Background: an optimization exercise with open tools, aiming at small area, a short achievable clock period and few clock cycles. Do not read the settings as production practice. The RTL was checked by simulation tests, not by an equivalence proof against the original design. No activity file was given, so power comes from the tool's default toggle rates.

## sc_codec
module sc_codec (
    input  wire        clk,
    input  wire        rst,
    input  wire        req_valid,
    output wire        req_ready,
    input  wire [63:0] req_word,
    input  wire [9:0]  req_len,
    input  wire        in_valid,
    output wire        in_ready,
    input  wire [7:0]  in_data,
    output wire        out_valid,
    input  wire        out_ready,
    output wire [7:0]  out_data,
    output wire        rsp_valid,
    input  wire        rsp_ready,
    output wire [63:0] rsp_word
);
For scale: roughly 1,000 cells after synthesis, ~0.0079 mm² of cells after synthesis.
export LEC_CHECK = 0
export ABC_AREA = 1
export CAP_MARGIN = 20
export CORE_MARGIN = 2
export CORE_UTILIZATION = 40
export SETUP_SLACK_MARGIN = 5.0
export SLEW_MARGIN = 20
create_clock -name core_clock -period 8.0 [get_ports {clk}]
standard.sh (not shown) runs the stock make flow with config.mk's settings and CLKGATE_MAP_FILE= SYNTH_SCRIPT=/design/flow/synth_recipe.tcl, a recipe that flattens the netlist after the stock synthesis.
==> flow/flow/run.sh <==
#!/bin/bash
# Own layout flow: the standard layout (standard.sh, step by step) with
#  - plain buffers on the ports (buf_1 on req_word and req_len, buf_2 elsewhere)
#    instead of the slow clock-delay cell that
#    buffer_ports picks (flow/post_gp.tcl, after global placement);
#  - a clock tree of clkbuf_4 under a clkbuf_8 root, without dummy loads;
#  - setup repair aiming at a slack of FLOW_MARGIN ns (standard.sh's make
#    command, with only SETUP_SLACK_MARGIN changed).
# Each step's output goes to a log file here (ORFS's own logs are in orfs/logs).
set -euo pipefail
W=$(pwd)
FLOW_MARGIN=5.3
export POST_GLOBAL_PLACE_TCL=$W/flow/post_gp.tcl
export CTS_ARGS="-sink_clustering_enable -repair_clock_nets -dont_use_dummy_load -root_buf sky130_fd_sc_hd__clkbuf_8 -buf_list sky130_fd_sc_hd__clkbuf_4"
sed "s/SETUP_SLACK_MARGIN=[0-9.]*/SETUP_SLACK_MARGIN=$FLOW_MARGIN/" standard.sh > own_standard.sh
grep -q "SETUP_SLACK_MARGIN=$FLOW_MARGIN" own_standard.sh
bash own_standard.sh synth > log_synth.txt 2>&1
bash own_standard.sh floorplan > log_floorplan.txt 2>&1
bash own_standard.sh place > log_place.txt 2>&1
bash own_standard.sh cts > log_cts.txt 2>&1
bash own_standard.sh route > log_route.txt 2>&1
bash own_standard.sh finish > log_finish.txt 2>&1
==> flow/flow/post_gp.tcl <==
# Replace the port buffers that buffer_ports inserted (a slow clock-delay
# cell) with plain buffers: buf_1 on the request word and length inputs,
# which only load registers, and buf_2 on every other port.
set n1 0
set n2 0
foreach inst [[ord::get_db_block] getInsts] {
  set name [$inst getName]
  if {![regexp {^(input|output)[0-9]+$} $name]} { continue }
  set cell sky130_fd_sc_hd__buf_2
  set a [$inst findITerm A]
  if {$a ne "NULL" && [$a getNet] ne "NULL"} {
    set net [[$a getNet] getName]
    if {[string match {req_word*} $net] || [string match {req_len*} $net]} {
      set cell sky130_fd_sc_hd__buf_1
    }
  }
  if {[[$inst getMaster] getName] ne $cell} {
    replace_cell [get_cells $name] $cell
    if {$cell eq "sky130_fd_sc_hd__buf_1"} { incr n1 } else { incr n2 }
  }
}
puts "post_gp: port buffers replaced, $n1 by buf_1 and $n2 by buf_2"
Testbench counts at the start, summed over its fixed seeds: cycles 127,029.
Then changed:
==> flow/flow/run.sh (replaced) <==
#!/bin/bash
# Own layout flow: the standard layout (standard.sh, step by step) with
#  - plain buffers on the ports (buf_1 on req_word and req_len, buf_2 elsewhere)
#    instead of the slow clock-delay cell that
#    buffer_ports picks (flow/post_gp.tcl, after global placement);
#  - a clock tree of clkbuf_8 without dummy loads.
# Each step's output goes to a log file here (ORFS's own logs are in orfs/logs).
set -euo pipefail
W=$(pwd)
export POST_GLOBAL_PLACE_TCL=$W/flow/post_gp.tcl
export CTS_ARGS="-sink_clustering_enable -repair_clock_nets -dont_use_dummy_load -buf_list sky130_fd_sc_hd__clkbuf_8"
bash standard.sh synth > log_synth.txt 2>&1
bash standard.sh floorplan > log_floorplan.txt 2>&1
bash standard.sh place > log_place.txt 2>&1
bash standard.sh cts > log_cts.txt 2>&1
bash standard.sh route > log_route.txt 2>&1
bash standard.sh finish > log_finish.txt 2>&1
CORE_UTILIZATION = 55   (was 40)
PLACE_DENSITY = 0.75   (was unset)
Effect:
- The changed run finished with timing, DRC and antenna clean
- cell count came out lower by a little under a tenth
- final area fell by a few percent
- routed wire length fell by a little under a tenth
- sequential share of layout area came out higher by 2.4 points
- via count is higher slightly
- count of clock-buffer cells in the layout does not change
- total power came out lower by a few percent
- clock power came out higher by a quarter to a third
- synthesized cell count does not change
- register-to-register slack gets worse by 0.24 ns
- non-clock buffer count drops by 26
Then changed:
ABC_AREA = unset   (was 1)
CORE_UTILIZATION = 40   (was 55)
PLACE_DENSITY = unset   (was 0.75)
The changed run produced a clean layout.
Critical path depth fell by 3.
Hold slack degrades by 0.0037 ns.
Cell count fell by 9.2%.
Sequential cell count is unchanged.
Then changed:
==> flow/flow/run.sh (replaced) <==
#!/bin/bash
# Own layout flow: the standard layout (standard.sh, step by step) with
#  - plain buffers on the ports (buf_1 on req_word and req_len, buf_2 elsewhere)
#    instead of the slow clock-delay cell that
#    buffer_ports picks (flow/post_gp.tcl, after global placement);
#  - a clock tree of clkbuf_4 under a clkbuf_8 root, without dummy loads;
#  - setup repair aiming at a slack of FLOW_MARGIN ns (standard.sh's make
#    command, with only SETUP_SLACK_MARGIN changed).
# Each step's output goes to a log file here (ORFS's own logs are in orfs/logs).
set -euo pipefail
W=$(pwd)
FLOW_MARGIN=5.5
export POST_GLOBAL_PLACE_TCL=$W/flow/post_gp.tcl
export CTS_ARGS="-sink_clustering_enable -repair_clock_nets -dont_use_dummy_load -root_buf sky130_fd_sc_hd__clkbuf_8 -buf_list sky130_fd_sc_hd__clkbuf_4"
sed "s/SETUP_SLACK_MARGIN=[0-9.]*/SETUP_SLACK_MARGIN=$FLOW_MARGIN/" standard.sh > own_standard.sh
grep -q "SETUP_SLACK_MARGIN=$FLOW_MARGIN" own_standard.sh
bash own_standard.sh synth > log_synth.txt 2>&1
bash own_standard.sh floorplan > log_floorplan.txt 2>&1
bash own_standard.sh place > log_place.txt 2>&1
bash own_standard.sh cts > log_cts.txt 2>&1
bash own_standard.sh route > log_route.txt 2>&1
bash own_standard.sh finish > log_finish.txt 2>&1
ABC_AREA = 1   (was unset)
Via count rose by 13%.
Sequential share of layout area falls by 5.4 points.
Area after synthesis fell by 1.2%.
Sequential power came out lower by 6.0%.
Worst hold slack is better by 0.025 ns.
Then changed:
==> flow/flow/run.sh (replaced) <==
#!/bin/bash
# Own layout flow: the standard layout (standard.sh, step by step) with
#  - plain buffers on the ports (buf_1 on req_word and req_len, buf_2 elsewhere)
#    instead of the slow clock-delay cell that
#    buffer_ports picks (flow/post_gp.tcl, after global placement);
#  - a clock tree of clkbuf_4 under a clkbuf_8 root, without dummy loads.
# Each step's output goes to a log file here (ORFS's own logs are in orfs/logs).
set -euo pipefail
W=$(pwd)
export POST_GLOBAL_PLACE_TCL=$W/flow/post_gp.tcl
export CTS_ARGS="-sink_clustering_enable -repair_clock_nets -dont_use_dummy_load -root_buf sky130_fd_sc_hd__clkbuf_8 -buf_list sky130_fd_sc_hd__clkbuf_4"
bash standard.sh synth > log_synth.txt 2>&1
bash standard.sh floorplan > log_floorplan.txt 2>&1
bash standard.sh place > log_place.txt 2>&1
bash standard.sh cts > log_cts.txt 2>&1
bash standard.sh route > log_route.txt 2>&1
bash standard.sh finish > log_finish.txt 2>&1
After rerunning:
- utilization shrinks by 8.5 points
- total power drops by 19%
- worst setup slack degrades by 0.18 ns
- sequential share of layout area climbs by 5.7 points
- synthesized cell count is unchanged

-- afterwards: timing with drivers on the ports --
In the flow no input, the clock included, has a driving cell. The finished layouts below were timed again as built, in two steps.
Step 1 (the two cells are an assumption about what drives the block):
set clk [get_ports {clk}]
set_driving_cell -lib_cell sky130_fd_sc_hd__clkbuf_16 $clk
set_driving_cell -lib_cell sky130_fd_sc_hd__buf_2 [delete_from_list [all_inputs] $clk]
Step 2 moves the port delays by t, midway between the first and last clock arrival at a register: inputs arrive t later, outputs are due t later. That takes back most of the time a late clock gives input paths.
a / b / c = no drivers / after step 1 / after step 2; a / b = the first two.
| run | shift t [ns] | setup slack, ns | hold slack, ns |
|---|---|---|---|
| the first run | 0.448 | 5.312 / 5.271 / 4.887 | 0.441 / 0.441 / 0.441 |
| the second run | 0.481 | 5.139 / 5.139 / 4.689 | 0.459 / 0.459 / 0.459 |
| the third run | 0.481 | 5.070 / 5.070 / 4.641 | 0.455 / 0.455 / 0.455 |
| the fourth run | 0.456 | 5.314 / 5.273 / 4.982 | 0.480 / 0.480 / 0.480 |
| the fifth run | 0.465 | 5.133 / 5.153 / 4.688 | 0.415 / 0.415 / 0.415 |
After both steps setup and hold are still met in every run listed. For the second run, which loses most, drivers alone change the setup slack by 0.000 ns; drivers and shift together by -0.450 ns.
